What follows belongs to an exercise in optimizing a design on an open flow for small area; a production flow would make more cautious choices.
Function was checked by simulation only, so behaviour that the tests miss may differ from the original.
Power is estimated from default activity; no workload was simulated.

**flow/run.sh**
```bash
#!/bin/bash
# synth_recipe.tcl (not shown) runs the flow's synth.tcl, then flattens the netlist and writes it again
# the make line also repeats each setting of config.mk as NAME=value (left out here)
make -C /OpenROAD-flow-scripts/flow DESIGN_CONFIG=/design/flow/config.mk WORK_HOME=/design/flow/orfs CLKGATE_MAP_FILE= SYNTH_SCRIPT=/design/flow/synth_recipe.tcl finish
```
**flow/constraint.sdc**
```tcl
create_clock -name core_clock -period 30.0 [get_ports {clk}]
set_input_delay 6.0000 -clock core_clock [delete_from_list [all_inputs] [get_ports {clk}]]
set_output_delay 6.0000 -clock core_clock [all_outputs]
set_load 0.01 [all_outputs]
```
**flow/config.mk**
```make
export PLATFORM = sky130hd
export DESIGN_NAME = e1_steer
export DESIGN_NICKNAME = e1_steer
export VERILOG_FILES = /design/flow/design.v
export SDC_FILE = /design/flow/constraint.sdc
export NUM_CORES = 4
export LEC_CHECK = 0
export CAP_MARGIN = 20
export CORE_MARGIN = 2
export CORE_UTILIZATION = 40
export SLEW_MARGIN = 20
```
**flow/design.v**
```verilog
module e1_steer (
    input  wire        clk,
    input  wire        rst,               
    input  wire [31:0] nominal_interval,  
    input  wire        in_valid,
    output wire        in_ready,
    input  wire [31:0] in_ts,             
    input  wire [31:0] in_tick,           
    output wire        dac_valid,
    input  wire        dac_ready,
    output wire [11:0] dac_data,
    output wire        done,
    output wire [3:0]  result,
    output wire [2:0]  st_state,
    output wire [1:0]  st_flags,
    output wire [31:0] dac_center,
    output wire [31:0] pps_loss,
    output wire [31:0] cal_fail
);
    localparam [2:0] ST_INIT   = 3'd0,
                     ST_CALMIN = 3'd1,
                     ST_CALMAX = 3'd2,
                     ST_FREQ   = 3'd3,
                     ST_PHASE  = 3'd4;
    localparam [3:0] Q_IDLE = 4'd0,
                     Q_P0   = 4'd1,
                     Q_P1   = 4'd2,
                     Q_RDY  = 4'd3,
                     Q_INC  = 4'd4,
                     Q_DIV  = 4'd5,
                     Q_WCP  = 4'd6,
                     Q_CP   = 4'd7,
                     Q_DACW = 4'd8,
                     Q_DONE = 4'd9;
    reg [3:0]  seq;
    reg [4:0]  ph;           
    reg        hi;           
    reg [2:0]  state;
    reg [4:0]  count;
    reg        has_cal;
    reg        cal_err;
    reg        fresh;        
    reg [31:0] lt;           
    reg [31:0] lr;           
    reg [31:0] b;            
    reg [31:0] a;            
    reg [31:0] pl;           
    reg [31:0] cf;           
    reg [17:0] q;            
    reg [18:0] m;            
    reg [11:0] raw;          
    reg ge, le;              
    reg le1, le2;            
    reg neg;                 
    reg c_dt, c_sn, c_off, c_acc, c_nd;
    reg c_u, c_v, pd, c_cn, c_val, cns;
    reg over, vsign;         
    reg ci;                  
    reg calcp;               
    reg rcf;                 
    wire p0  = (seq == Q_P0);
    wire p1  = (seq == Q_P1);
    wire rdy = (seq == Q_RDY);
    wire inc = (seq == Q_INC);
    wire dv  = (seq == Q_DIV);
    wire cp  = (seq == Q_CP);
    assign in_ready   = ((seq == Q_IDLE) & ~in_valid) | rdy;
    assign done       = (seq == Q_DONE);
    assign dac_valid  = (seq == Q_DACW);
    assign dac_data   = vsign ? 12'd0 : (over ? 12'hFFF : raw);
    wire   gok        = ge & le;
    assign result     = {rcf, ~gok, 1'b0, ~gok};
    assign st_state   = state;
    assign st_flags   = {cal_err, has_cal};
    assign dac_center = a;
    assign pps_loss   = pl;
    assign cal_fail   = cf;
    wire s_init  = (state == ST_INIT);
    wire s_calmn = (state == ST_CALMIN);
    wire s_calmx = (state == ST_CALMAX);
    wire s_freq  = (state == ST_FREQ);
    wire s_phase = (state == ST_PHASE);
    wire last    = (count == 5'd1);
    wire acc_on  = (count <= 5'd4);
    wire tick_b = in_tick[ph];
    wire ts_b   = in_ts[ph];
    wire n_b    = nominal_interval[ph];
    wire ltr    = lt[0] & fresh;
    wire lrr    = lr[0] & fresh;
    wire dt_b   = tick_b ^ ltr ^ c_dt;
    wire dt_bo  = (~tick_b & (ltr | c_dt)) | (ltr & c_dt);
    wire k75    = (ph == 5'd0) | (ph == 5'd1) | (ph == 5'd3) | (ph == 5'd6);
    wire k125   = (ph == 5'd0) | ((ph >= 5'd2) & (ph <= 5'd6));
    wire ge_p   = (ph == 5'd0) | ge;
    wire le_p   = (ph == 5'd0) | le;
    wire ge_n   = k75  ? (dt_b & ge_p)  : (dt_b | ge_p);
    wire le_n   = k125 ? (~dt_b | le_p) : (~dt_b & le_p);
    wire sn_b   = lrr ^ n_b ^ c_sn;
    wire sn_co  = (lrr & n_b) | (lrr & c_sn) | (n_b & c_sn);
    wire off_b  = ts_b ^ sn_b ^ c_off;
    wire off_bo = (~ts_b & (sn_b | c_off)) | (sn_b & c_off);
    wire accx   = s_calmn ? a[0] : b[0];
    wire og     = off_b & acc_on;
    wire sum_b  = accx ^ og ^ c_acc;
    wire sum_co = (accx & og) | (accx & c_acc) | (og & c_acc);
    wire nd_b   = a[0] ^ sum_b ^ c_nd;
    wire nd_bo  = (~a[0] & (sum_b | c_nd)) | (sum_b & c_nd);
    wire cmpx   = s_calmx ? sum_b : off_b;
    wire k5     = (ph == 5'd0) | (ph == 5'd2);
    wire k50    = (ph == 5'd1) | (ph == 5'd4) | (ph == 5'd5);
    wire kk1    = s_calmx ? 1'b0 : (s_freq ? k5 : k50);
    wire kk2    = s_calmx ? (ph != 5'd31) : ~kk1;
    wire le1_p  = (ph == 5'd0) | le1;
    wire le2_p  = (ph == 5'd0) | le2;
    wire le1_n  = kk1 ? (~cmpx | le1_p) : (~cmpx & le1_p);
    wire le2_n  = kk2 ? (~cmpx | le2_p) : (~cmpx & le2_p);
    wire big    = neg ? le2 : ~le1;           
    wire cal_ok = neg & le2 & ~le1;           
    wire b_in_p1 = s_calmn ? 1'b0 : (s_calmx ? (last ? a[0] : sum_b) : off_b);
    wire a_in_p1 = s_init ? 1'b0 : (s_calmn ? sum_b : (last ? nd_b : a[0]));
    wire        x      = hi ? neg : b[0];
    wire [18:0] yv     = dv ? a[18:0] : ((cp & x) ? {1'b0, q} : 19'd0);
    wire [19:0] s      = {1'b0, m} + {1'b0, yv};
    wire        take   = s[19];
    wire        dbig   = ~&a[31:18];          
    wire        p_b    = s[0];
    wire        kk     = ~hi & (ph < 5'd2);   
    wire        bias   = neg & kk;
    wire        u_b    = p_b ^ bias ^ c_u;
    wire        u_co   = (p_b & bias) | (p_b & c_u) | (bias & c_u);
    wire        v_b    = u_b ^ pd ^ c_v;
    wire        v_co   = (u_b & pd) | (u_b & c_v) | (pd & c_v);
    wire        a_sh   = ~kk & (hi ? (ph <= 5'd1) : 1'b1);    
    wire        cen    = ~calcp & a[0];
    wire        cn_b   = cen ^ u_b ^ c_cn;
    wire        cn_bo  = (~cen & (u_b | c_cn)) | (u_b & c_cn);
    wire        cnx    = a_sh ? cn_b : cns;
    wire        q3     = ~calcp & v_b;
    wire        val_b  = cnx ^ q3 ^ c_val;
    wire        val_bo = (~cnx & (q3 | c_val)) | (q3 & c_val);
    wire        raw_sh = ~hi & (ph >= 5'd6) & (ph <= 5'd17);
    wire        ovr_on = hi | (ph >= 5'd18);
    wire inc_r  = gok ? cf[0] : pl[0];
    always @(posedge clk) begin
        ph <= ph + 5'd1;
        lt <= {(p0 ? tick_b : lt[0]), lt[31:1]};
        lr <= {(p1 ? ((s_phase & gok) ? sn_b : ts_b) : lr[0]), lr[31:1]};
        b  <= {(p1 ? b_in_p1 : b[0]), b[31:1]};
        if ((p1 & ~has_cal) | (cp & a_sh))
            a <= {(p1 ? a_in_p1 : cn_b), a[31:1]};
        if (dv)
            q <= {q[16:0], take & ~dbig};
        if (cp)
            m <= s[19:1];
        else if (dv)
            m <= take ? {s[17:0], ph == 5'd1} : {m[17:0], ph == 5'd1};
        else
            m <= 19'd0;
        if (cp & raw_sh)
            raw <= {val_b, raw[11:1]};
        c_dt  <= p0 & dt_bo;
        c_sn  <= p1 & sn_co;
        c_off <= p1 & off_bo;
        c_acc <= p1 & sum_co;
        c_nd  <= p1 & nd_bo;
        c_u   <= cp & u_co;
        c_v   <= cp & v_co;
        pd    <= cp & p_b;
        c_cn  <= cp & ~kk & cn_bo;
        c_val <= cp & ~kk & val_bo;
        if (cp & hi & (ph == 5'd1))
            cns <= cn_b;
        if (p0) begin
            ge <= ge_n;
            le <= le_n;
        end
        if (p1) begin
            le1 <= le1_n;
            le2 <= le2_n;
            if (ph == 5'd31)
                neg <= b_in_p1;
        end
        if (cp) begin
            if (ph == 5'd31)
                hi <= 1'b1;
            if (~ovr_on)
                over <= 1'b0;
            else
                over <= over | val_b;
            if (hi & (ph == 5'd31))
                vsign <= val_b;
        end else if (~cp)
            hi <= 1'b0;
        ci <= inc ? (ci & inc_r) : 1'b1;
        if (rst) begin
            seq     <= Q_IDLE;
            ph      <= 5'd0;
            state   <= ST_INIT;
            count   <= 5'd2;
            has_cal <= 1'b0;
            cal_err <= 1'b0;
            fresh   <= 1'b0;
            pl      <= 32'd0;
            cf      <= 32'd0;
        end else begin
            if (inc & ~gok)
                pl <= {pl[0] ^ ci, pl[31:1]};
            if (inc & gok)
                cf <= {cf[0] ^ ci, cf[31:1]};
            case (seq)
                Q_IDLE: if (in_valid & (ph == 5'd31)) seq <= Q_P0;
                Q_P0:   if (ph == 5'd31) seq <= Q_P1;
                Q_P1:   if (ph == 5'd31) begin
                            seq   <= Q_RDY;
                            fresh <= 1'b1;
                        end
                Q_RDY: begin
                    rcf   <= 1'b0;
                    calcp <= 1'b0;
                    seq   <= Q_DONE;
                    if (~gok) begin
                        state <= ST_INIT;
                        count <= 5'd2;
                        seq   <= Q_INC;
                    end else begin
                        case (state)
                            ST_INIT: begin
                                count <= count - 5'd1;
                                if (last) begin
                                    if (has_cal) begin
                                        state <= ST_FREQ;
                                        count <= 5'd30;
                                    end else begin
                                        state <= ST_CALMIN;
                                        count <= 5'd6;
                                        vsign <= 1'b1;
                                        seq   <= Q_DACW;
                                    end
                                end
                            end
                            ST_CALMIN: begin
                                count <= count - 5'd1;
                                if (last) begin
                                    state <= ST_CALMAX;
                                    count <= 5'd6;
                                    vsign <= 1'b0;
                                    over  <= 1'b1;
                                    seq   <= Q_DACW;
                                end
                            end
                            ST_CALMAX: begin
                                count <= count - 5'd1;
                                if (last) begin
                                    if (cal_ok) begin
                                        state   <= ST_FREQ;
                                        count   <= 5'd30;
                                        has_cal <= 1'b1;
                                        calcp   <= 1'b1;
                                        seq     <= Q_DIV;
                                    end else begin
                                        cal_err <= 1'b1;
                                        has_cal <= 1'b0;
                                        state   <= ST_INIT;
                                        count   <= 5'd2;
                                        rcf     <= 1'b1;
                                        seq     <= Q_INC;
                                    end
                                end
                            end
                            ST_FREQ: begin
                                seq <= Q_WCP;
                                if (big)
                                    count <= 5'd30;
                                else begin
                                    count <= count - 5'd1;
                                    if (last)
                                        state <= ST_PHASE;
                                end
                            end
                            default: begin   
                                seq <= Q_WCP;
                                if (big) begin
                                    state <= ST_FREQ;
                                    count <= 5'd30;
                                end
                            end
                        endcase
                    end
                end
                Q_INC:  if (ph == 5'd0) seq <= Q_DONE;
                Q_DIV:  if (ph == 5'd20) seq <= Q_WCP;
                Q_WCP:  if (ph == 5'd31) seq <= Q_CP;
                Q_CP:   if (hi & (ph == 5'd31)) seq <= Q_DACW;
                Q_DACW: if (dac_ready) seq <= Q_DONE;
                default: seq <= Q_IDLE;      
            endcase
        end
    end
endmodule
```
==> qor.yml, run 1 <==
status: "complete, no violations"
yosysWarnings: 1
power.density_mw_per_mm2: 54.1
cts_hold_buf: 0
num_rows: 62
drv_slew: 0
synth_edf_count: 70
async_reset_ff_frac: 0
critical_path_arrival_ns: 7.68
fillerInstances: 2572
combPwrFrac: 0.051
cts_tree: "done"
drc: 0
initial_core_util: 0.405
grt_pass1_wl_um: 45900
route.vias.total: 8697
slew_headroom: 0.299
dp_hpwl_um: 19100
synth_flop_cell: "dfxtp_1"
skew_ns: 0.0127
netlist_area_mm2: 0.0116
avgSynthCellArea_um2: 10.5
pwr-share-clk: 0.466
grt_antenna_before_repair: 0
layout_min_cycle_time_ns: 13.68
final_area_mm2: 0.0151
syn_inst: 1098
n_antenna_cell: 0
fmax_ghz: 0.0731
via_per_inst: 5.13
grt-ovfl-total: 0
crit_fanout: 2
clkSlewWorstSetupHoldPaths_ns: 0.06
grt_max_degree: 89
hold_viol_final: 0
cts.sinks: 283
hold-worst-slack_ns: 0.325
final_cell_mix: "clkdlybuf4s50_1 (217), dfxtp_1 (212), nand2_1 (186)"
core-area_mm2: 0.0285
sequentialPowerShare: 0.483
cap_violations: 0
fp.dieH_um: 174
report.power.total_uw: 815
grt_pass1_vias: 8777
peakVddDrop_uv: 42.2
wl_per_cell_um: 16.3
syn-num-nets: 1235
clock_path_buffers: 3
placed_cell_area_mm2: 0.0140
placed_cells: 1641
synth_cell_types: 75
cts_made_buffers: 29
h-tree-depth: 1
syn2layout_area_growth_pct: 30.2
first_pass_iters: 5
grt.total_usage: 0.182
num_io_pins: 220
tightest_slew_ns: 1.05
hp-class: "reg2reg"
die_area_mm2: 0.0303
finalNetCount: 1426
min_period_over_period: 0.456
cts_resized: 0
cts_root_buf: "clkbuf_16"
end_kind: "output port"
ys_seq_area_frac: 0.550
layout-drive-gt1-share: 0.0861
ant_nets: 0
portBuffers: 218
required_ns: 24.00
rsz0062_at_grt: "false"
die_w_um: 174
layout.cells.non_filler: 1696
yosys_register_bits: 283
post_cts_buffers: 0
critPathKind: "in2out"
setup_viol: 0
switchingPower_uw: 167
clk_latency_ns: 0.54
cp-start-kind: "input port"
layout_commonest_cell: "clkdlybuf4s50_1"
gp_congestion: 0.865
totalWireLength_um: 27600
drt_iter0_drc: 466
final.setup.tns_ns: 0
netSwitchingFraction: 0.205
p_leak_uw: 0.00531
intPower_uw: 648
registers in the layout (all words and copies together), names as in the netlist, 3 cells and up:
register	count
a	32
b	32
cf	32
count	5
lr	32
lt	32
m	19
ph	5
pl	32
q	18
raw	12
seq	4
state	3
per-layer routing:
metal	GRT usage	vias to the layer above	routed length, µm
met5	0.00160	-	0
met4	0.0389	0	476
met3	0.0536	37	2050
met2	0.288	225	12400
met1	0.248	4153	12700
li1	-	4282	-
final timing paths:
check	start	to	slack, ns	cells past startpoint
worst max-delay path	in_valid	in_ready	16.32	4
worst min-delay path	b[19]	b[18]	0.33	0
worst max register to register	ph[0]	a[31]	24.57	15
worst min register to register	b[19]	b[18]	0.33	0
worst max-delay path: stages:
cell,delay [ns]
clkdlybuf4s50_1,0.43
or3_1,0.30
a21boi_0,0.32
clkdlybuf4s50_1,0.62
final cells by class:
type                       instances  area, µm²  area share
timing repair buffer             227       2260       0.150
tap                              384        480      0.0319
clock buffer                      36        793      0.0527
multi-input combinational        719       4810       0.319
inverter                          29        109     0.00723
sequential                       283       6370       0.423
clock inverter                    18        233      0.0155
per-stage QoR:
stage,worst slack [ns],util
after CTS,16.31,0.527
final,16.32,0.527
after global routing,16.19,0.527
after detailed placement,16.33,0.491
after floorplan,17.40,-
after global placement,16.31,0.491
cell families after synthesis:
| kind of cell | after synthesis | share of synthesized area |
|---|---|---|
| AOI/OAI and AO/OA | 248 | 0.134 |
| xor gates and xnor gates | 24 | 0.0182 |
| adders and majority gates | 38 | 0.0474 |
| buffers and inverters | 96 | 0.0366 |
| DFF | 283 | 0.550 |
| muxes | 51 | 0.0767 |
| other | 1 | 0.000324 |
| and+or+nand+nor | 357 | 0.137 |
synth_stat cells (all sizes together), types with 6 or more instances:
cell     count  area [µm²]
dfxtp      213        4260
nand2      186         698
a21oi      111         563
nor2        83         312
edfxtp      70        2100
o21ai       45         225
clkbuf      42         158
mux4        30         676
inv         28         105
ha          27         338
buf         25         156
mux2i       20         200
a22o        19         166
xnor2       19         166
nand3       18        90.1
nor3        11        60.1
o22ai       11        68.8
a211oi      10        85.1
and2        10        62.6
fa          10         200
nor2b        9        56.3
a21o         6        46.3
o2111ai      6        52.6
or2          6        37.5
power by group through the flow:
stage	clock network (µW)	logic [µW]	registers, µW
6_report	380	41.6	393
5_1_grt	406	45.6	394
4_1_cts	390	41.7	394
3_5_place_dp	0	41.5	402
3_3_place_gp	0	40.8	402
2_1_floorplan	0	25.4	399
==> run 2, diff against run 1 <==
--- a/flow/config.mk
+++ b/flow/config.mk
@@ -9,3 +9,4 @@
 export CORE_MARGIN = 2
 export CORE_UTILIZATION = 40
+export CTS_BUF_LIST = sky130_fd_sc_hd__clkbuf_4
 export SLEW_MARGIN = 20
==> run 2 against run 1 <==
- critical endpoint unchanged
- sequential share of layout area grew 0.13 points
- sequential power is essentially flat
- clock skew up 0.015 ns
- non-clock buffer count stayed put
- largest cell class unchanged
- via count up 3.1%
- clock-buffer cell count grew 77
- critical path type unchanged
- setup slack improved by 0.0042 ns
- combinational power about the same
- fmax about the same
- design area is 0.30% lower
==> qor.yml, run 2 <==
initial_core_util: 0.405  # unchanged
clkSlewWorstSetupHoldPaths_ns: 0.07  # was 0.06 ns
sequentialPowerShare: 0.508  # was 0.483
finalNetCount: 1470  # was 1426
rsz0062_at_grt: "false"  # unchanged
netSwitchingFraction: 0.227  # was 0.205
cts.sinks: 283  # unchanged
critical_path_arrival_ns: 7.68  # about the same
hp-class: "reg2reg"  # unchanged
cts_resized: 0  # unchanged
clock_path_buffers: 3  # unchanged
peakVddDrop_uv: 30.6  # was 42.2 µV
cap_violations: 0  # unchanged
layout_min_cycle_time_ns: 13.68  # about the same
status: "complete, no violations"  # unchanged
ant_nets: 0  # unchanged
yosys_register_bits: 283  # unchanged
critPathKind: "in2out"  # unchanged
synth_commonest_cells: "dfxtp_1 (213), nand2_1 (186), a21oi_1 (109)"  # unchanged
tightest_slew_ns: 1.04  # was 1.05 ns
intPower_uw: 599  # was 648 µW
synth_compound_area_frac: 0.134  # unchanged
min_period_over_period: 0.456  # about the same
pwr-share-clk: 0.438  # was 0.466
layout_commonest_cell: "clkdlybuf4s50_1"  # unchanged
utilization: 0.526  # was 0.527
synth_area_leader_cell: "dfxtp_1"  # unchanged
route.vias.total: 8967  # was 8697
first_pass_iters: 5  # unchanged
final.setup.tns_ns: 0  # unchanged
portBuffers: 218  # unchanged
combPwrFrac: 0.054  # was 0.051
fp.dieH_um: 174  # unchanged
synth-simple-area-share: 0.137  # unchanged
yosysMostFrequentCell: "dfxtp_1"  # unchanged
dp_hpwl_um: 19100  # unchanged
num_rows: 62  # unchanged
cts_root_buf: "clkbuf_4"  # was clkbuf_16
grt_pass1_wl_um: 46900  # was 45900 µm
drt_iter0_drc: 477  # was 466
slew_headroom: 0.307  # was 0.299
syn2layout_area_growth_pct: 29.8  # was 30.2%
layout-drive-gt1-share: 0.133  # was 0.0861
switchingPower_uw: 175  # was 167 µW
hold_viol_final: 0  # unchanged
report.power.total_uw: 774  # was 815 µW
avgSynthCellArea_um2: 10.5  # unchanged
grt_pass1_vias: 9167  # was 8777
clk_latency_ns: 0.69  # was 0.54 ns
cts_made_buffers: 73  # was 29
crit_fanout: 2  # unchanged
drc: 0  # unchanged
setup_viol: 0  # unchanged
post_cts_buffers: 0  # unchanged
place_ws_ns: 16.33  # unchanged
core-area_mm2: 0.0285  # unchanged
gp_congestion: 0.865  # unchanged
yosysWarnings: 1  # unchanged
synth_flop_cell: "dfxtp_1"  # unchanged
fin_ws_ns: 16.32  # about the same
netlist_area_mm2: 0.0116  # unchanged
syn-num-nets: 1235  # unchanged
die_area_mm2: 0.0303  # unchanged
required_ns: 24.00  # about the same
synth_top_family_by_area: "simple AND/OR/NAND/NOR gates"  # unchanged
synth_edf_count: 70  # unchanged
drv_slew: 0  # unchanged
synthXorXnorAreaFrac: 0.0182  # unchanged
fmax_ghz: 0.0731  # about the same
die_w_um: 174  # unchanged
async_reset_ff_frac: 0  # unchanged
hold-worst-slack_ns: 0.314  # was 0.325 ns
power.density_mw_per_mm2: 51.6  # was 54.1 mW/mm²
ys_seq_area_frac: 0.550  # unchanged
skew_ns: 0.0277  # was 0.0127 ns
grt_antenna_before_repair: 1  # was 0
netlist.area_leader.share: 0.369  # unchanged
grt-ovfl-total: 0  # unchanged
syn_inst: 1098  # unchanged
final_cell_mix: "clkdlybuf4s50_1 (217), dfxtp_1 (212), nand2_1 (186)"  # unchanged
cts_hold_buf: 0  # unchanged
grt_max_degree: 89  # unchanged
p_leak_uw: 0.00538  # was 0.00531 µW
grt.total_usage: 0.189  # was 0.182
synth_mux_area_frac: 0.0767  # unchanged
end_kind: "output port"  # unchanged
synth_adder_area_share: 0.0474  # unchanged
totalWireLength_um: 28200  # was 27600 µm
num_io_pins: 220  # unchanged
cts_tree: "done"  # unchanged
h-tree-depth: 3  # was 1
synth_top_cells_by_area: "dfxtp_1 (37%), edfxtp_1 (18%), nand2_1 (6.0%)"  # unchanged
wl_per_cell_um: 15.9  # was 16.3 µm
synth_cell_types: 75  # unchanged
via_per_inst: 5.05  # was 5.13
cp-start-kind: "input port"  # unchanged
[run 2: worst max-delay path, cell delays in order]
cell,delay [ns]
clkdlybuf4s50_1,0.44
or3_1,0.30
a21boi_0,0.32
clkdlybuf4s50_1,0.62
[run 2: cell families (layout without fill, tap and decap cells)]
family                     count (synthesis)  after routing
buffers and inverters                     96            389
DFF                                      283            283
muxes                                     51             51
AOI/OAI and AO/OA                        248            248
xor gates and xnor gates                  24             24
other                                      1              2
and+or+nand+nor                          357            357
adders and majority gates                 38             38
[run 2: cell type report]
cell class	count	area, µm²
Antenna cell	1	2.50
Clock buffer	113	848
Clock inverter	20	130
Fill cell	2623	13500
Inverter	29	109
Multi-Input combinational cell	719	4810
Sequential cell	283	6370
Tap cell	384	480
Timing Repair Buffer	227	2260
[run 2: metrics by stage]
step,instances,area [µm²]
6_report,1776,15000
5_1_grt,1776,15000
2_1_floorplan,1098,11600
3_5_place_dp,1641,14000
4_1_cts,1774,15000
3_3_place_gp,1641,14000
[run 2: worst paths after layout]
check        startpoint       end  slack, ns  cells past startpoint
max            in_valid  in_ready      16.32                      4
min               b[19]     b[18]       0.31                      0
max reg2reg       ph[0]     a[31]      24.55                     15
min reg2reg       b[19]     b[18]       0.31                      0
[run 2: power by group through the flow]
stage	logic (µW)	clock network, µW	registers (µW)
final	41.7	339	393
after global routing	45.6	373	394
after CTS	41.8	354	393
after detailed placement	41.5	0	402
after global placement	40.8	0	402
after floorplan	25.4	0	399
[run 2: layer usage]
layer / wire length [µm] / GRT usage / vias up / part of all wire
met5: 0 / 0 / - / 0
met4: 526 / 0.0641 / 0 / 0.019
met3: 2250 / 0.0674 / 48 / 0.080
met2: 12700 / 0.290 / 255 / 0.45
met1: 12600 / 0.248 / 4246 / 0.45
li1: - / - / 4418 / -
==> run 3, diff against run 2 <==
--- a/flow/design.v
+++ b/flow/design.v
@@ -120,7 +120,24 @@
     wire a_in_p1 = s_init ? 1'b0 : (s_calmn ? sum_b : (last ? nd_b : a[0]));
     wire        x      = hi ? neg : b[0];
-    wire [18:0] yv     = dv ? a[18:0] : ((cp & x) ? {1'b0, q} : 19'd0);
-    wire [19:0] s      = {1'b0, m} + {1'b0, yv};
-    wire        take   = s[19];
+    wire        cpx    = cp & x;
+    wire [18:0] yv     = ({19{dv}} & a[18:0]) | ({19{cpx}} & {1'b0, q});
+    wire [19:0] cy;
+    wire [18:0] sv;
+    assign cy[0] = 1'b0;
+    genvar gi;
+    generate
+        for (gi = 0; gi < 19; gi = gi + 1) begin : g_add
+            assign sv[gi]    = m[gi] ^ yv[gi] ^ cy[gi];
+            assign cy[gi+1]  = (m[gi] & yv[gi]) | (m[gi] & cy[gi]) | (yv[gi] & cy[gi]);
+        end
+    endgenerate
+    wire [19:0] s      = {cy[19], sv};
+    wire        take   = cy[19];
+    wire        d_tk   = dv & take;
+    wire        d_nt   = dv & ~take;
+    wire [18:0] m_nx   = ({19{cp}} & s[19:1])
+                       | ({19{d_tk}} & {s[17:0], 1'b0})
+                       | ({19{d_nt}} & {m[17:0], 1'b0})
+                       | {18'd0, dv & (ph == 5'd1)};
     wire        dbig   = ~&a[31:18];          
     wire        p_b    = s[0];
@@ -142,4 +159,8 @@
     wire        ovr_on = hi | (ph >= 5'd18);
     wire inc_r  = gok ? cf[0] : pl[0];
+    wire pl_sh  = ~rst & inc & ~gok;
+    wire pl_hd  = ~rst & ~(inc & ~gok);
+    wire cf_sh  = ~rst & inc & gok;
+    wire cf_hd  = ~rst & ~(inc & gok);
     always @(posedge clk) begin
         ph <= ph + 5'd1;
@@ -151,10 +172,5 @@
         if (dv)
             q <= {q[16:0], take & ~dbig};
-        if (cp)
-            m <= s[19:1];
-        else if (dv)
-            m <= take ? {s[17:0], ph == 5'd1} : {m[17:0], ph == 5'd1};
-        else
-            m <= 19'd0;
+        m <= m_nx;
         if (cp & raw_sh)
             raw <= {val_b, raw[11:1]};
@@ -193,4 +209,6 @@
             hi <= 1'b0;
         ci <= inc ? (ci & inc_r) : 1'b1;
+        pl <= ({32{pl_sh}} & {pl[0] ^ ci, pl[31:1]}) | ({32{pl_hd}} & pl);
+        cf <= ({32{cf_sh}} & {cf[0] ^ ci, cf[31:1]}) | ({32{cf_hd}} & cf);
         if (rst) begin
             seq     <= Q_IDLE;
@@ -201,11 +219,5 @@
             cal_err <= 1'b0;
             fresh   <= 1'b0;
-            pl      <= 32'd0;
-            cf      <= 32'd0;
         end else begin
-            if (inc & ~gok)
-                pl <= {pl[0] ^ ci, pl[31:1]};
-            if (inc & gok)
-                cf <= {cf[0] ^ ci, cf[31:1]};
             case (seq)
                 Q_IDLE: if (in_valid & (ph == 5'd31)) seq <= Q_P0;
==> flow/flow/run.sh (new file) <==
#!/bin/bash
# The standard layout (standard.sh: standard synthesis, then ORFS to
# finish), with one change: the port buffers that global placement inserts
# on every input and output use sky130_fd_sc_hd__buf_1.
# Each step's full output goes to its own log file in the work folder.
set -euo pipefail
export BUFFER_PORTS_ARGS="-buffer_cell sky130_fd_sc_hd__buf_1"
bash standard.sh synth > synth.log 2>&1
bash standard.sh finish > layout.log 2>&1
==> flow/standard.sh (new file) <==
#!/bin/bash
# synth_recipe.tcl (not shown) runs the flow's synth.tcl, then flattens the netlist and writes it again
# the make line also repeats each setting of config.mk as NAME=value (left out here)
make -C /OpenROAD-flow-scripts/flow DESIGN_CONFIG=/design/flow/config.mk WORK_HOME=/design/flow/orfs CLKGATE_MAP_FILE= SYNTH_SCRIPT=/design/flow/synth_recipe.tcl "${@:-finish}"
--- a/flow/config.mk
+++ b/flow/config.mk
@@ -9,4 +9,3 @@
 export CORE_MARGIN = 2
 export CORE_UTILIZATION = 40
-export CTS_BUF_LIST = sky130_fd_sc_hd__clkbuf_4
 export SLEW_MARGIN = 20
removed: flow/run.sh
==> run 3 against run 2 <==
- setup slack gained 1.1 ns
- die area shrank 5.8%
- final cell count shrank 18%
- combinational power shrank 12%
- highest routed layer unchanged
- first-iteration DRC count shrank 12%
- non-clock buffer count grew 3
- sequential cell count is the same
- clock-buffer cell count shrank 76
- clock power grew 16%
- worst hold slack gained 0.0088 ns
- power grew 6.4%
- utilization shrank 3.9 points
==> qor.yml, run 3 <==
status: "complete, no violations"  # unchanged
wl_per_cell_um: 16.2  # was 15.9 µm
first_pass_iters: 5  # unchanged
drc: 0  # unchanged
grt-ovfl-total: 0  # unchanged
p_leak_uw: 0.00476  # was 0.00538 µW
cts_root_buf: "clkbuf_16"  # was clkbuf_4
ant_nets: 0  # unchanged
min_from: "lr[23]"  # was b[19]
syn2layout_area_growth_pct: 20.0  # was 29.8%
portBuffers: 218  # unchanged
setup_viol: 0  # unchanged
slew_headroom: 0.389  # was 0.307
num_io_pins: 220  # unchanged
utilization: 0.487  # was 0.526
netlist.area_leader.share: 0.392  # was 0.369
switchingPower_uw: 170  # was 175 µW
core-area_mm2: 0.0268  # was 0.0285 mm²
fmax_ghz: 0.0794  # was 0.0731 GHz
clock_path_buffers: 3  # unchanged
yosys_register_bits: 283  # unchanged
cts_hold_buf: 0  # unchanged
post_cts_buffers: 0  # unchanged
hold-worst-slack_ns: 0.323  # was 0.314 ns
initial_core_util: 0.406  # was 0.405
dp_hpwl_um: 16200  # was 19100 µm
cts_made_buffers: 29  # was 73
cap_violations: 0  # unchanged
cts_tree: "done"  # unchanged
drt_iter0_drc: 420  # was 477
grt_max_degree: 41  # was 89
crit_path_start: "in_valid"  # unchanged
ys_seq_area_frac: 0.585  # was 0.550
clkSlewWorstSetupHoldPaths_ns: 0.06  # was 0.07 ns
synth_top_cells_by_area: "dfxtp_1 (39%), edfxtp_1 (19%), a22o_1 (6.7%)"  # was dfxtp_1 (37%), edfxtp_1 (18%), nand2_1 (6.0%)
final.setup.tns_ns: 0  # unchanged
hold_depth: 0  # unchanged
hold_viol_final: 0  # unchanged
h-tree-depth: 1  # was 3
via_per_inst: 5.21  # was 5.05
fillerInstances: 2419  # was 2623
critical_path_arrival_ns: 6.59  # was 7.68 ns
drv_slew: 0  # unchanged
grt.total_usage: 0.159  # was 0.189
synth_cell_types: 70  # was 75
syn-num-nets: 1034  # was 1235
finalNetCount: 1234  # was 1470
gp_congestion: 0.838  # was 0.865
avgSynthCellArea_um2: 12.1  # was 10.5 µm²
layout_commonest_cell: "buf_1"  # was clkdlybuf4s50_1
cts.sinks: 283  # unchanged
rsz0062_at_grt: "false"  # unchanged
clk_latency_ns: 0.54  # was 0.69 ns
peakVddDrop_uv: 48.1  # was 30.6 µV
combPwrFrac: 0.044  # was 0.054
synth_flop_cell: "dfxtp_1"  # unchanged
async_reset_ff_frac: 0  # unchanged
num_rows: 60  # was 62
rr_worst_depth: 26  # was 15
crit_fanout: 2  # unchanged
final_cell_mix: "buf_1 (218), dfxtp_1 (212), a22o_1 (83)"  # was clkdlybuf4s50_1 (217), dfxtp_1 (212), nand2_1 (186)
layout_min_cycle_time_ns: 12.59  # was 13.68 ns
intPower_uw: 654  # was 599 µW
skew_ns: 0.00647  # was 0.0277 ns
report.power.total_uw: 824  # was 774 µW
netSwitchingFraction: 0.206  # was 0.227
synth_edf_count: 70  # unchanged
die_w_um: 169  # was 174 µm
min_period_over_period: 0.420  # was 0.456
tightest_slew_ns: 0.908  # was 1.04 ns
pwr-share-clk: 0.476  # was 0.438
fp.dieH_um: 169  # was 174 µm
grt_pass1_vias: 7179  # was 9167
grt_antenna_before_repair: 0  # was 1
hp-class: "reg2reg"  # unchanged
yosysWarnings: 1  # unchanged
sequentialPowerShare: 0.480  # was 0.508
reg2reg_from: "seq[1]"  # was ph[0]
grt_pass1_wl_um: 37300  # was 46900 µm
required_ns: 24.00  # about the same
route.vias.total: 7616  # was 8967
synth_area_leader_cell: "dfxtp_1"  # unchanged
critPathKind: "in2out"  # unchanged
synth_commonest_cells: "dfxtp_1 (213), a22o_1 (83), edfxtp_1 (70)"  # was dfxtp_1 (213), nand2_1 (186), a21oi_1 (109)
cts_resized: 0  # unchanged
die_area_mm2: 0.0285  # was 0.0303 mm²
cp-start-kind: "input port"  # unchanged
totalWireLength_um: 23700  # was 28200 µm
netlist_area_mm2: 0.0109  # was 0.0116 mm²
yosysMostFrequentCell: "dfxtp_1"  # unchanged
layout-drive-gt1-share: 0.0794  # was 0.133
n_antenna_cell: 0  # was 1
syn_inst: 898  # was 1098
power.density_mw_per_mm2: 63.1  # was 51.6 mW/mm²
end_kind: "output port"  # unchanged
==> run 3: cell count changes after synthesis, sizes merged, moves of 9 or more <==
cell	before	now
nand2	186	48
nor2	83	69
o21ai	45	29
a22o	19	83
fa	10	27
a22oi	2	20
a21oi	111	32
xnor2	19	4
ha	27	9
o22ai	11	2
mux2i	20	57
nand3	18	9
mux4	30	10
==> run 3: worst paths after layout <==
| path | endpoint | slack (ns) |
|---|---|---|
| max | in_ready | 17.41 |
| min | lr[22] | 0.32 |
| min reg2reg | lr[22] | 0.32 |
| max reg2reg | q[0] | 19.53 |
==> run 3: per-stage QoR <==
stage / setup WS [ns] / instance area (µm²) / cells
2_1_floorplan: 17.56 / 10900 / 898
6_report: 17.41 / 13100 / 1462
3_5_place_dp: 17.41 / 12000 / 1407
5_1_grt: 17.32 / 13100 / 1462
4_1_cts: 17.41 / 13000 / 1461
3_3_place_gp: 17.40 / 12000 / 1407
==> run 3: cells by family (layout without fill, tap and decap cells) <==
group	Yosys count	in the layout	share of synthesized area
AO/OA/AOI/OAI	213	213	0.146
XOR/XNOR	7	7	0.00563
adder cells (fa/ha/maj)	39	39	0.0628
buffers and inverters	89	312	0.0358
flip-flops	283	283	0.585
multiplexers	70	70	0.0762
other	1	1	0.000345
AND/OR/NAND/NOR	196	196	0.0884
==> run 3: area by class of cell <==
type / instances / area, µm² / share of cell area
multi-input combinational: 526 / 4160 / 0.319
clock buffer: 37 / 851 / 0.0651
clock inverter: 17 / 219 / 0.0168
tap: 341 / 427 / 0.0327
sequential: 283 / 6370 / 0.488
inverter: 28 / 105 / 0.00805
timing repair buffer: 230 / 928 / 0.0711
==> run 3: metal layers <==
metal / wire [µm] / up-vias / GRT usage
li1: - / 3679 / -
met1: 11400 / 3653 / 0.229
met4: 423 / 0 / 0.0367
met5: 0 / - / 0
met3: 1680 / 35 / 0.0367
met2: 10200 / 249 / 0.245
==> run 3: critical path, stage by stage <==
cell and delay [ns]:
buf_1 0.08, nor3_1 0.13, a21oi_1 0.06, nor3_1 0.16
buf_1 0.17
==> run 3: power groups by stage <==
stage / Combinational [µW] / Clock, µW / Sequential, µW
after floorplan: 26.9 / 0 / 402
after global placement: 36.3 / 0 / 404
after detailed placement: 36.6 / 0 / 404
after CTS: 36.8 / 401 / 395
after global routing: 40.7 / 415 / 396
final: 36.5 / 392 / 395
==> run 4, diff against run 3 <==
--- a/flow/config.mk
+++ b/flow/config.mk
@@ -9,3 +9,6 @@
 export CORE_MARGIN = 2
 export CORE_UTILIZATION = 40
+export CTS_BUF_LIST = sky130_fd_sc_hd__clkbuf_8
+export CTS_CLUSTER_DIAMETER = 60
+export CTS_CLUSTER_SIZE = 16
 export SLEW_MARGIN = 20
==> run 4 against run 3 <==
- still clean
- first-iteration DRC count is 6.7% lower
- sequential cell count stayed put
- routed wire length is 1.2% lower
- sequential power hardly changed
- non-clock buffer count stayed put
- synthesized cell count stayed put
- critical endpoint unchanged
- largest cell class unchanged
- highest routed layer unchanged
==> qor.yml, run 4 <==
rr_worst_depth: 26  # unchanged
grt_max_degree: 41  # unchanged
tightest_slew_ns: 0.928  # was 0.908 ns
num_rows: 60  # unchanged
critPathKind: "in2out"  # unchanged
crit_family: "simple AND/OR/NAND/NOR gates"  # unchanged
cts_tree: "done"  # unchanged
crit_fanout: 2  # unchanged
skew_ns: 0.0210  # was 0.00647 ns
clock_path_buffers: 3  # unchanged
clk_latency_ns: 0.55  # was 0.54 ns
avgSynthCellArea_um2: 12.1  # unchanged
path_depth: 5  # unchanged
portBuffers: 218  # unchanged
final_area_mm2: 0.0124  # was 0.0131 mm²
initial_core_util: 0.406  # unchanged
synth_top_cells_by_area: "dfxtp_1 (39%), edfxtp_1 (19%), a22o_1 (6.7%)"  # unchanged
syn-num-nets: 1034  # unchanged
power.density_mw_per_mm2: 50.3  # was 63.1 mW/mm²
via_per_inst: 5.24  # was 5.21
hold_depth: 0  # unchanged
end_kind: "output port"  # unchanged
fp.dieH_um: 169  # unchanged
slew_headroom: 0.381  # was 0.389
cap_violations: 0  # unchanged
final_cell_mix: "buf_1 (218), dfxtp_1 (212), a22o_1 (83)"  # unchanged
critical_path_arrival_ns: 6.59  # about the same
n_antenna_cell: 0  # unchanged
layout_min_cycle_time_ns: 12.59  # about the same
switchingPower_uw: 140  # was 170 µW
synth_flop_cell: "dfxtp_1"  # unchanged
die_area_mm2: 0.0285  # unchanged
cts_resized: 0  # unchanged
peakVddDrop_uv: 28.7  # was 48.1 µV
slowest_stage: "buf_1"  # unchanged
grt-ovfl-total: 0  # unchanged
syn2layout_area_growth_pct: 13.6  # was 20.0%
layout-drive-gt1-share: 0.0617  # was 0.0794
path_cells: "buf_1 > nor3_1 > a21oi_1 > nor3_1 > buf_1"  # unchanged
first_pass_iters: 5  # unchanged
yosysWarnings: 1  # unchanged
gp_congestion: 0.838  # unchanged
cts.sinks: 283  # unchanged
drt_iter0_drc: 392  # was 420
netSwitchingFraction: 0.226  # was 0.206
cts_hold_buf: 0  # unchanged
async_reset_ff_frac: 0  # unchanged
h-tree-depth: 1  # unchanged
drv_slew: 0  # unchanged
setup_viol: 0  # unchanged
status: "complete, no violations"  # unchanged
wl_per_cell_um: 16.2  # about the same
grt_pass1_vias: 7142  # was 7179
synth_edf_count: 70  # unchanged
rsz0062_at_grt: "false"  # unchanged
netlist.area_leader.share: 0.392  # unchanged
drc: 0  # unchanged
synth_commonest_cells: "dfxtp_1 (213), a22o_1 (83), edfxtp_1 (70)"  # unchanged
synth_area_leader_cell: "dfxtp_1"  # unchanged
intPower_uw: 482  # was 654 µW
num_io_pins: 220  # unchanged
hold_viol_final: 0  # unchanged
layout_commonest_cell: "buf_1"  # unchanged
core-area_mm2: 0.0268  # unchanged
ys_seq_area_frac: 0.585  # unchanged
fillerInstances: 2500  # was 2419
clkSlewWorstSetupHoldPaths_ns: 0.10  # was 0.06 ns
totalWireLength_um: 23500  # was 23700 µm
finalNetCount: 1227  # was 1234
syn_inst: 898  # unchanged
final.setup.tns_ns: 0  # unchanged
placed_cell_area_mm2: 0.0120  # unchanged
ant_nets: 0  # unchanged
p_leak_uw: 0.00448  # was 0.00476 µW
slowest_delay_ns: 0.17  # about the same
sequentialPowerShare: 0.634  # was 0.480
route.vias.total: 7564  # was 7616
cp-start-kind: "input port"  # unchanged
dp_hpwl_um: 16200  # unchanged
netlist_area_mm2: 0.0109  # unchanged
combPwrFrac: 0.059  # was 0.044
post_cts_buffers: 0  # unchanged
yosysMostFrequentCell: "dfxtp_1"  # unchanged
grt.total_usage: 0.158  # was 0.159
yosys_register_bits: 283  # unchanged
min_period_over_period: 0.420  # about the same
cts_made_buffers: 22  # was 29
required_ns: 24.00  # about the same
grt_pass1_wl_um: 37100  # was 37300 µm
cts_root_buf: "clkbuf_8"  # was clkbuf_16
synth_cell_types: 70  # unchanged
pwr-share-clk: 0.307  # was 0.476
fmax_ghz: 0.0794  # about the same
critPathBufInv: 2  # unchanged
hp-class: "reg2reg"  # unchanged
die_w_um: 169  # unchanged
grt_antenna_before_repair: 0  # unchanged
==> run 4: changes by cell type in the layout (fill, tap and decap cells not counted) <==
cell,change
clkbuf_1,-3
bufinv_16,-5
inv_4,-2
clkbuf_16,-33
clkinvlp_2,-1
clkinv_1,-3
clkbuf_8,+22
clkinvlp_4,-2
inv_1,+9
==> run 4: metrics by stage <==
stage	hold WS [ns]	cells	utilization	total power, µW	worst slack [ns]
after floorplan	0.310	898	-	429	17.56
after global placement	0.310	1407	0.446	440	17.40
after detailed placement	0.312	1407	0.446	440	17.41
after CTS	0.331	1443	0.460	632	17.41
after global routing	0.336	1444	0.461	649	17.32
final	0.327	1444	0.461	622	17.41
==> run 4: power by group through the flow <==
stage	Clock, µW	Combinational, µW	Sequential (µW)
after floorplan	0	26.9	402
after global placement	0	36.3	404
final	191	36.5	395
after detailed placement	0	36.6	404
after CTS	200	36.8	395
after global routing	213	40.7	396
==> run 4: final timing paths <==
kind                            startpoint       end  slack (ns)
worst max register to register      seq[1]      q[0]       19.50
worst min register to register      lr[16]    lr[15]        0.33
worst max-delay path              in_valid  in_ready       17.41
worst min-delay path                lr[16]    lr[15]        0.33
==> run 4: cells by family after synthesis <==
family	after synthesis	share of synthesized area
other	1	0.000345
adders and majority gates	39	0.0628
muxes	70	0.0762
AOI/OAI and AO/OA	213	0.146
DFF	283	0.585
buffers and inverters	89	0.0358
xor gates and xnor gates	7	0.00563
and+or+nand+nor	196	0.0884
==> run 4: area by class of cell <==
| cell class | count | area (µm²) | share of cell area |
|---|---|---|---|
| well taps | 341 | 427 | 0.0345 |
| multi-input cells | 526 | 4160 | 0.337 |
| clock buffers | 23 | 317 | 0.0256 |
| repair buffers | 230 | 928 | 0.0751 |
| clock inverters | 13 | 58.8 | 0.00476 |
| inverters | 28 | 105 | 0.00850 |
| flip-flops and latches | 283 | 6370 | 0.515 |
==> run 4: layer usage <==
metal / wire, µm / GRT usage / share of wire
met5: 0 / 0 / 0
met4: 503 / 0.0401 / 0.021
met3: 1730 / 0.0348 / 0.074
met2: 10000 / 0.242 / 0.43
met1: 11200 / 0.229 / 0.48
==> run 5, diff against run 4 <==
--- a/flow/config.mk
+++ b/flow/config.mk
@@ -9,6 +9,6 @@
 export CORE_MARGIN = 2
 export CORE_UTILIZATION = 40
-export CTS_BUF_LIST = sky130_fd_sc_hd__clkbuf_8
-export CTS_CLUSTER_DIAMETER = 60
-export CTS_CLUSTER_SIZE = 16
+export CTS_BUF_LIST = sky130_fd_sc_hd__clkbuf_16
+export CTS_CLUSTER_DIAMETER = 100
+export CTS_CLUSTER_SIZE = 30
 export SLEW_MARGIN = 20
==> run 5 against run 4 <==
- still clean on timing, DRC and antenna
- worst hold slack lost 0.0086 ns
- register-to-register slack gained 0.03 ns
- sequential cell count is the same
- combinational power is essentially flat
- global-route usage shrank 0.18 points
- utilization is essentially flat
- sequential share of layout area is essentially flat
- critical path type unchanged
==> qor.yml, run 5 <==
status: "complete, no violations"  # unchanged
first_pass_iters: 5  # unchanged
ys_seq_area_frac: 0.585  # unchanged
min_period_over_period: 0.420  # about the same
synth_top_cells_by_area: "dfxtp_1 (39%), edfxtp_1 (19%), a22o_1 (6.7%)"  # unchanged
end_kind: "output port"  # unchanged
totalWireLength_um: 23200  # was 23500 µm
skew_ns: 0.0386  # was 0.0210 ns
final.setup.tns_ns: 0  # unchanged
synthXorXnorAreaFrac: 0.00563  # unchanged
finalNetCount: 1218  # was 1227
num_io_pins: 220  # unchanged
yosysWarnings: 1  # unchanged
rsz0062_at_grt: "false"  # unchanged
fp.dieH_um: 169  # unchanged
cts_resized: 0  # unchanged
layout_commonest_cell: "buf_1"  # unchanged
reg2reg_to: "q[0]"  # unchanged
utilization: 0.461  # about the same
setup_viol: 0  # unchanged
cts_tree: "done"  # unchanged
syn2layout_area_growth_pct: 13.7  # was 13.6%
final_cell_mix: "buf_1 (218), dfxtp_1 (212), a22o_1 (83)"  # unchanged
yosysMostFrequentCell: "dfxtp_1"  # unchanged
initial_core_util: 0.406  # unchanged
dr_wl_met2_um: 10000  # about the same
routed.top_layer: "met4"  # unchanged
peakVddDrop_uv: 39.9  # was 28.7 µV
clock_path_buffers: 3  # unchanged
rrSetupSlack_ns: 19.53  # was 19.50 ns
netlist.area_leader.share: 0.392  # unchanged
cap_violations: 0  # unchanged
yosys_register_bits: 283  # unchanged
portBuffers: 218  # unchanged
synth_compound_area_frac: 0.146  # unchanged
grt_max_degree: 41  # unchanged
reg2reg_from: "seq[1]"  # unchanged
synth_flop_cell: "dfxtp_1"  # unchanged
wl_per_cell_um: 16.3  # was 16.2 µm
die_area_mm2: 0.0285  # unchanged
synth_commonest_cells: "dfxtp_1 (213), a22o_1 (83), edfxtp_1 (70)"  # unchanged
core-area_mm2: 0.0268  # unchanged
drc: 0  # unchanged
final_area_mm2: 0.0124  # about the same
ant_nets: 0  # unchanged
slew_headroom: 0.374  # was 0.381
whs_endpoint: "b[8]"  # was lr[15]
cts_root_buf: "clkbuf_16"  # was clkbuf_8
hold_viol_final: 0  # unchanged
crit_fanout: 2  # unchanged
drt_iter0_drc: 453  # was 392
dp_hpwl_um: 16200  # unchanged
power.density_mw_per_mm2: 51.1  # was 50.3 mW/mm²
n_antenna_cell: 0  # unchanged
tightest_slew_ns: 0.938  # was 0.928 ns
syn_inst: 898  # unchanged
route.vias.total: 7411  # was 7564
drv_slew: 0  # unchanged
via_per_inst: 5.19  # was 5.24
wl_met1_um: 11400  # was 11200 µm
cts_made_buffers: 13  # was 22
die_w_um: 169  # unchanged
gp_congestion: 0.838  # unchanged
grt_pass1_vias: 7001  # was 7142
rr_worst_depth: 26  # unchanged
synth-simple-area-share: 0.0884  # unchanged
fillerInstances: 2480  # was 2500
netlist_area_mm2: 0.0109  # unchanged
clkSlewWorstSetupHoldPaths_ns: 0.11  # was 0.10 ns
wl_met3_um: 1520  # was 1730 µm
grt.total_usage: 0.157  # was 0.158
layout-drive-gt1-share: 0.0515  # was 0.0617
min_from: "b[9]"  # was lr[16]
synth_adder_area_share: 0.0628  # unchanged
syn-num-nets: 1034  # unchanged
critical_path_arrival_ns: 6.59  # about the same
grt_antenna_before_repair: 0  # unchanged
synth_top_family_by_area: "compound AO/OA/AOI/OAI gates"  # unchanged
cts_hold_buf: 0  # unchanged
synth_mux_area_frac: 0.0762  # unchanged
h-tree-depth: 1  # unchanged
fmax_ghz: 0.0794  # about the same
hold_depth: 0  # unchanged
placed_cell_area_mm2: 0.0120  # unchanged
num_rows: 60  # unchanged
cp-start-kind: "input port"  # unchanged
cts.sinks: 283  # unchanged
avgSynthCellArea_um2: 12.1  # unchanged
critPathKind: "in2out"  # unchanged
post_cts_buffers: 0  # unchanged
synth_edf_count: 70  # unchanged
clk_latency_ns: 0.49  # was 0.55 ns
p_leak_uw: 0.00445  # was 0.00448 µW
synth_cell_types: 70  # unchanged
layout_min_cycle_time_ns: 12.59  # about the same
grt_pass1_wl_um: 36700  # was 37100 µm
synth_area_leader_cell: "dfxtp_1"  # unchanged
async_reset_ff_frac: 0  # unchanged
hp-class: "reg2reg"  # unchanged
required_ns: 24.00  # about the same
grt-ovfl-total: 0  # unchanged
==> run 5: cell counts after synthesis <==
No cell type changed its count.
==> run 5: final cells by class <==
cell class | instances | area [µm²] | area share
repair buffers | 230 | 928 | 0.0751
clock inverters | 7 | 52.6 | 0.00425
well taps | 341 | 427 | 0.0345
clock buffers | 13 | 325 | 0.0263
multi-input cells | 526 | 4160 | 0.337
flip-flops and latches | 283 | 6370 | 0.515
inverters | 28 | 105 | 0.00850
==> run 5: worst max path at each step <==
stage             start  endpoint  slack, ns
6_report       in_valid  in_ready      17.41
3_3_place_gp   in_valid  in_ready      17.40
2_1_floorplan  in_valid  in_ready      17.56
5_1_grt        in_valid  in_ready      17.32
4_1_cts        in_valid  in_ready      17.41
3_5_place_dp   in_valid  in_ready      17.41
==> run 5: kinds of logic after synthesis <==
family,after synthesis
and+or+nand+nor,196
xor gates and xnor gates,7
adders and majority gates,39
DFF,283
muxes,70
buffers and inverters,89
other,1
AOI/OAI and AO/OA,213
==> run 5: routing by layer <==
layer | up-vias | global-route usage
met2 | 212 | 0.242
met1 | 3553 | 0.229
met5 | - | 0
met4 | 0 | 0.0300
met3 | 18 | 0.0316
li1 | 3628 | -
==> run 5: where the power goes <==
group / leakage (µW) / internal, µW / switching, µW / total (µW)
logic: 0.00190 / 17.2 / 19.2 / 36.4
clock network: 0.000207 / 85.7 / 115 / 200
registers: 0.00235 / 393 / 2.07 / 395
total: 0.00445 / 496 / 136 / 632
==> run 5: per-stage QoR <==
step,std cells,hold WS (ns),worst slack [ns],power (µW)
2_1_floorplan,898,0.310,17.56,429
3_3_place_gp,1407,0.310,17.40,440
3_5_place_dp,1407,0.312,17.41,440
4_1_cts,1427,0.315,17.41,639
5_1_grt,1428,0.323,17.32,657
6_report,1428,0.318,17.41,632
==> run 5: worst max-delay path: stages <==
cell	delay [ns]
buf_1	0.08
nor3_1	0.13
a21oi_1	0.06
nor3_1	0.15
buf_1	0.17
==> run 6, diff against run 5 <==
==> flow/flow/run.sh (replaced) <==
#!/bin/bash
# The standard layout (standard.sh: standard synthesis, then ORFS to
# finish), with two changes: the port buffers that global placement inserts
# on every input and output use sky130_fd_sc_hd__buf_1, and clock tree
# synthesis uses clkbuf_8 clusters without dummy loads.
# Each step's full output goes to its own log file in the work folder.
set -euo pipefail
export BUFFER_PORTS_ARGS="-buffer_cell sky130_fd_sc_hd__buf_1"
export CTS_ARGS="-sink_clustering_enable -repair_clock_nets -buf_list sky130_fd_sc_hd__clkbuf_8 -sink_clustering_size 16 -sink_clustering_max_diameter 60 -dont_use_dummy_load"
bash standard.sh synth > synth.log 2>&1
bash standard.sh finish > layout.log 2>&1
--- a/flow/config.mk
+++ b/flow/config.mk
@@ -8,7 +8,5 @@
 export CAP_MARGIN = 20
 export CORE_MARGIN = 2
-export CORE_UTILIZATION = 40
-export CTS_BUF_LIST = sky130_fd_sc_hd__clkbuf_16
-export CTS_CLUSTER_DIAMETER = 100
-export CTS_CLUSTER_SIZE = 30
+export CORE_UTILIZATION = 70
+export PLACE_DENSITY = 0.85
 export SLEW_MARGIN = 20
==> run 6 against run 5 <==
- still clean on timing, DRC and antenna
- worst hold slack lost 0.014 ns
- sequential cell count is the same
- sequential power is essentially flat
- routed wire length shrank 1.9%
- register-to-register slack gained 0.03 ns
- clock skew shrank 0.0083 ns
- setup slack lost 0.0065 ns
==> qor.yml, run 6 <==
avgSynthCellArea_um2: 12.1  # unchanged
layout-drive-gt1-share: 0.0543  # was 0.0515
p_leak_uw: 0.00438  # was 0.00445 µW
grt-ovfl-total: 0  # unchanged
final.setup.tns_ns: 0  # unchanged
power.density_mw_per_mm2: 49.9  # was 51.1 mW/mm²
synth_area_leader_cell: "dfxtp_1"  # unchanged
fin_ws_ns: 17.40  # was 17.41 ns
portBuffers: 218  # unchanged
cts_tree: "done"  # unchanged
num_rows: 45  # was 60
async_reset_ff_frac: 0  # unchanged
cts_resized: 0  # unchanged
grt.total_usage: 0.273  # was 0.157
critical_path_arrival_ns: 6.60  # was 6.59 ns
cts_hold_buf: 0  # unchanged
syn2layout_area_growth_pct: 10.6  # was 13.7%
place_ws_ns: 17.41  # about the same
h-tree-depth: 1  # unchanged
status: "complete, no violations"  # unchanged
yosys_register_bits: 283  # unchanged
finalNetCount: 1224  # was 1218
synth_top_cells_by_area: "dfxtp_1 (39%), edfxtp_1 (19%), a22o_1 (6.7%)"  # unchanged
cap_violations: 0  # unchanged
initial_core_util: 0.716  # was 0.406
grt_pass1_wl_um: 36600  # was 36700 µm
end_kind: "output port"  # unchanged
die_area_mm2: 0.0166  # was 0.0285 mm²
core-area_mm2: 0.0152  # was 0.0268 mm²
drc: 0  # unchanged
n_antenna_cell: 0  # unchanged
drv_slew: 0  # unchanged
ant_nets: 0  # unchanged
skew_ns: 0.0303  # was 0.0386 ns
die_w_um: 129  # was 169 µm
drt_iter0_drc: 523  # was 453
yosysMostFrequentCell: "dfxtp_1"  # unchanged
fp.dieH_um: 129  # was 169 µm
synth_commonest_cells: "dfxtp_1 (213), a22o_1 (83), edfxtp_1 (70)"  # unchanged
rsz0062_at_grt: "false"  # unchanged
syn-num-nets: 1034  # unchanged
synth_edf_count: 70  # unchanged
grt_pass1_vias: 7468  # was 7001
synth_cell_types: 70  # unchanged
clock_path_buffers: 3  # unchanged
cp-start-kind: "input port"  # unchanged
synth_flop_cell: "dfxtp_1"  # unchanged
yosysWarnings: 1  # unchanged
post_cts_buffers: 0  # unchanged
syn_inst: 898  # unchanged
netlist_area_mm2: 0.0109  # unchanged
cts_made_buffers: 21  # was 13
clk_latency_ns: 0.53  # was 0.49 ns
netlist.area_leader.share: 0.392  # unchanged
peakVddDrop_uv: 49.4  # was 39.9 µV
required_ns: 24.00  # about the same
tightest_slew_ns: 0.878  # was 0.938 ns
layout_min_cycle_time_ns: 12.60  # was 12.59 ns
cts.sinks: 283  # unchanged
slew_headroom: 0.414  # was 0.374
grt_antenna_before_repair: 0  # unchanged
dp_hpwl_um: 16100  # was 16200 µm
layout_commonest_cell: "buf_1"  # unchanged
ys_seq_area_frac: 0.585  # unchanged
hold_viol_final: 0  # unchanged
min_period_over_period: 0.420  # about the same
totalWireLength_um: 22800  # was 23200 µm
layout.cells.non_filler: 1274  # was 1428
critPathKind: "in2out"  # unchanged
clkSlewWorstSetupHoldPaths_ns: 0.09  # was 0.11 ns
grt_max_degree: 48  # was 41
wl_per_cell_um: 17.9  # was 16.3 µm
fmax_ghz: 0.0794  # about the same
via_per_inst: 6.06  # was 5.19
final_cell_mix: "buf_1 (218), dfxtp_1 (212), a22o_1 (83)"  # unchanged
crit_fanout: 2  # unchanged
cts_root_buf: "clkbuf_8"  # was clkbuf_16
placed_cells: 1253  # was 1407
num_io_pins: 220  # unchanged
setup_viol: 0  # unchanged
first_pass_iters: 7  # was 5
hp-class: "reg2reg"  # unchanged
gp_congestion: 0.827  # was 0.838
route.vias.total: 7724  # was 7411
==> run 6: path summary, 6_finish.rpt <==
kind | startpoint | to | slack (ns) | depth (start not counted)
worst min register to register | lt[18] | lt[17] | 0.30 | 0
worst max-delay path | in_valid | in_ready | 17.40 | 5
worst min-delay path | lt[18] | lt[17] | 0.30 | 0
worst max register to register | seq[1] | m[17] | 19.56 | 26
==> run 6: metal layers <==
layer	routed length, µm	global-route usage
met1	9900	0.379
met2	10600	0.434
met3	1460	0.0474
met4	747	0.107
met5	0	0
==> run 6: stage by stage <==
stage / power, µW / hold slack [ns] / utilization / area [µm²]
after floorplan: 429 / 0.310 / - / 10900
after global placement: 439 / 0.311 / 0.773 / 11700
after detailed placement: 440 / 0.312 / 0.773 / 11700
after CTS: 605 / 0.312 / 0.792 / 12000
after global routing: 624 / 0.311 / 0.792 / 12000
final: 601 / 0.304 / 0.792 / 12000
==> run 6: cell families (layout without fill, tap and decap cells) <==
group           count (synthesis)  after routing  share of synthesized area
xor+xnor                        7              7                    0.00563
compound gates                213            213                      0.146
buf+inv                        89            277                     0.0358
other cells                     1              1                   0.000345
simple gates                  196            196                     0.0884
fa+ha+maj                      39             39                     0.0628
mux                            70             70                     0.0762
flops                         283            283                      0.585
==> run 6: cell type report <==
class / count / area, µm²
clock buffers: 21 / 289
fillers: 1009 / 3160
flip-flops and latches: 283 / 6370
repair buffers: 228 / 893
inverters: 28 / 105
multi-input cells: 526 / 4150
well taps: 188 / 235
==> run 6: report_power, final <==
| group | internal (µW) | leakage (µW) | switching, µW |
|---|---|---|---|
| clock | 63.1 | 0.000151 | 106 |
| combinational | 17.2 | 0.00188 | 19.2 |
| sequential | 393 | 0.00235 | 2.30 |
| total | 473 | 0.00438 | 128 |
==> run 6: worst max-delay path: stages <==
cell and delay (ns):
buf_1 0.08, nor3_1 0.13, a21oi_1 0.06, nor3_1 0.16
buf_1 0.17
==> run 7, diff against run 6 <==
--- a/flow/config.mk
+++ b/flow/config.mk
@@ -8,5 +8,5 @@
 export CAP_MARGIN = 20
 export CORE_MARGIN = 2
-export CORE_UTILIZATION = 70
-export PLACE_DENSITY = 0.85
+export CORE_UTILIZATION = 80
+export PLACE_DENSITY = 0.92
 export SLEW_MARGIN = 20
==> run 7 against run 6 <==
- fmax decreased by 0.22%
- final cell count decreased by 0.78%
- die area decreased by 12%
- largest power group unchanged
- synthesized area unchanged
- setup slack got worse by 0.027 ns
- still clean
==> qor.yml, run 7 <==
ys_seq_area_frac: 0.585  # unchanged
tightest_slew_ns: 1.04  # was 0.878 ns
report.power.total_uw: 609  # was 601 µW
layout_min_cycle_time_ns: 12.63  # was 12.60 ns
synth_cell_types: 70  # unchanged
grt_max_degree: 39  # was 48
final_cell_mix: "buf_1 (218), dfxtp_1 (212), a22o_1 (83)"  # unchanged
hold_viol_final: 0  # unchanged
fmax_ghz: 0.0792  # was 0.0794 GHz
syn-num-nets: 1034  # unchanged
critPathKind: "in2out"  # unchanged
synth_top_family_by_area: "compound AO/OA/AOI/OAI gates"  # unchanged
placed_cell_area_mm2: 0.0117  # about the same
avgSynthCellArea_um2: 12.1  # unchanged
placed_cells: 1241  # was 1253
syn2layout_area_growth_pct: 10.6  # about the same
netSwitchingFraction: 0.223  # was 0.213
core-area_mm2: 0.0132  # was 0.0152 mm²
rr_worst_depth: 26  # unchanged
finalNetCount: 1224  # unchanged
final_area_mm2: 0.0120  # about the same
fin_ws_ns: 17.37  # was 17.40 ns
hold_depth: 0  # unchanged
grt_antenna_before_repair: 2  # was 0
route.vias.total: 8368  # was 7724
post_cts_buffers: 0  # unchanged
clock_path_buffers: 3  # unchanged
h-tree-depth: 1  # unchanged
layout.cells.non_filler: 1264  # was 1274
synth_top_cells_by_area: "dfxtp_1 (39%), edfxtp_1 (19%), a22o_1 (6.7%)"  # unchanged
synth_edf_count: 70  # unchanged
final.setup.tns_ns: 0  # unchanged
rsz0062_at_grt: "false"  # unchanged
clkSlewWorstSetupHoldPaths_ns: 0.09  # about the same
portBuffers: 218  # unchanged
peakVddDrop_uv: 60.3  # was 49.4 µV
sequentialPowerShare: 0.650  # was 0.657
combPwrFrac: 0.066  # was 0.060
cts_root_buf: "clkbuf_8"  # unchanged
ant_nets: 0  # unchanged
reg2reg_from: "seq[1]"  # unchanged
netlist.area_leader.share: 0.392  # unchanged
synth_adder_area_share: 0.0628  # unchanged
yosysMostFrequentCell: "dfxtp_1"  # unchanged
required_ns: 24.00  # about the same
synth-simple-area-share: 0.0884  # unchanged
synth_commonest_cells: "dfxtp_1 (213), a22o_1 (83), edfxtp_1 (70)"  # unchanged
place_ws_ns: 17.38  # was 17.41 ns
fp.dieH_um: 121  # was 129 µm
synthXorXnorAreaFrac: 0.00563  # unchanged
reg2reg_to: "m[9]"  # was m[17]
yosys_register_bits: 283  # unchanged
initial_core_util: 0.822  # was 0.716
netlist_area_mm2: 0.0109  # unchanged
dp_hpwl_um: 19800  # was 16100 µm
slew_headroom: 0.303  # was 0.414
critical_path_arrival_ns: 6.63  # was 6.60 ns
rrSetupSlack_ns: 19.17  # was 19.56 ns
cp-start-kind: "input port"  # unchanged
syn_inst: 898  # unchanged
clk_latency_ns: 0.52  # was 0.53 ns
hp-class: "reg2reg"  # unchanged
setup_viol: 0  # unchanged
cts_tree: "done"  # unchanged
first_pass_iters: 7  # unchanged
wl_per_cell_um: 22.4  # was 17.9 µm
layout-drive-gt1-share: 0.0543  # unchanged
whs_endpoint: "lr[25]"  # was lt[17]
gp_congestion: 0.931  # was 0.827
cts_hold_buf: 0  # unchanged
drv_slew: 0  # unchanged
async_reset_ff_frac: 0  # unchanged
fillerInstances: 548  # was 1009
grt.total_usage: 0.396  # was 0.273
synth_mux_area_frac: 0.0762  # unchanged
cts_made_buffers: 21  # unchanged
cap_violations: 0  # unchanged
skew_ns: 0.0183  # was 0.0303 ns
num_io_pins: 220  # unchanged
synth_flop_cell: "dfxtp_1"  # unchanged
status: "complete, no violations"  # unchanged
synth_area_leader_cell: "dfxtp_1"  # unchanged
drc: 0  # unchanged
grt_pass1_vias: 8179  # was 7468
intPower_uw: 473  # about the same
grt-ovfl-total: 0  # unchanged
yosysWarnings: 1  # unchanged
num_rows: 42  # was 45
synth_compound_area_frac: 0.146  # unchanged
drt_iter0_drc: 1170  # was 523
cts_resized: 0  # unchanged
via_per_inst: 6.62  # was 6.06
grt_pass1_wl_um: 44300  # was 36600 µm
p_leak_uw: 0.00438  # about the same
switchingPower_uw: 136  # was 128 µW
die_w_um: 121  # was 129 µm
power.density_mw_per_mm2: 50.6  # was 49.9 mW/mm²
crit_fanout: 2  # unchanged
totalWireLength_um: 28300  # was 22800 µm
pwr-share-clk: 0.284  # was 0.282
min_from: "lr[26]"  # was lt[18]
die_area_mm2: 0.0145  # was 0.0166 mm²
end_kind: "output port"  # unchanged
min_period_over_period: 0.421  # was 0.420
layout_commonest_cell: "buf_1"  # unchanged
cts.sinks: 283  # unchanged
## run 7: worst max-delay path by stage
stage | start | endpoint
2_1_floorplan | in_valid | in_ready
3_3_place_gp | in_valid | in_ready
3_5_place_dp | in_valid | in_ready
4_1_cts | in_valid | in_ready
5_1_grt | in_valid | in_ready
6_report | in_valid | in_ready
## run 7: layer usage
| layer | GRT usage | share of wire | up-vias |
|---|---|---|---|
| li1 | - | - | 3635 |
| met1 | 0.483 | 0.34 | 3961 |
| met2 | 0.661 | 0.49 | 639 |
| met3 | 0.0948 | 0.11 | 133 |
| met4 | 0.201 | 0.057 | 0 |
| met5 | 0 | 0 | - |
## run 7: cell type report
cell class | count | area, µm² | area share
antenna | 2 | 5.00 | 0.000416
clock buffer | 21 | 289 | 0.0240
inverter | 28 | 105 | 0.00874
multi-input combinational | 526 | 4150 | 0.345
sequential | 283 | 6370 | 0.529
tap | 176 | 220 | 0.0183
timing repair buffer | 228 | 893 | 0.0743
## run 7: per-stage QoR
stage               hold slack [ns]   util
finish                        0.310  0.908
global placement              0.310  0.886
global route                  0.316  0.908
CTS                           0.312  0.908
floorplan                     0.310      -
detailed placement            0.312  0.886
## run 7: cell families after synthesis
kind of cell | after synthesis
adders and majority gates | 39
xor gates and xnor gates | 7
muxes | 70
AOI/OAI and AO/OA | 213
and+or+nand+nor | 196
other | 1
buffers and inverters | 89
DFF | 283
## run 7: critical path: stages
cell and delay, ns:
buf_1 0.08, nor3_1 0.13, a21oi_1 0.07, nor3_1 0.17, buf_1 0.18
## run 7: power groups by stage
stage,Sequential [µW],Clock [µW],Combinational (µW)
2_1_floorplan,402,0,26.9
4_1_cts,396,173,38.4
5_1_grt,396,187,43.1
6_report,396,173,40.1
3_3_place_gp,404,0,34.9
3_5_place_dp,405,0,37.7

-- port drivers added, routing unchanged --
In the flow no input, the clock included, has a driving cell. The finished layouts below were timed again as built, in two steps.
Step 1 assumes that a clkbuf_16 drives the clock port and a buf_2 every other input.
Step 2 moves the port delays by t, midway between the first and last clock arrival at a register: inputs arrive t later, outputs are due t later. That takes back most of the time a late clock gives input paths.
a / b / c = ideal / step 1 / step 2; a / b = the first two.
run	t, ns	setup WS [ns]	cell pins on the clock port's net
run 1	0.573	16.321 / 16.283 / 16.283	1
run 2	0.717	16.325 / 16.287 / 16.287	1
run 3	0.586	17.407 / 17.388 / 17.388	1
run 4	0.585	17.407 / 17.388 / 17.388	1
run 5	0.522	17.408 / 17.389 / 17.389	1
run 6	0.549	17.402 / 17.381 / 17.381	1
run 7	0.557	17.374 / 17.347 / 17.347	1
After both steps setup and hold are still met in every run listed.
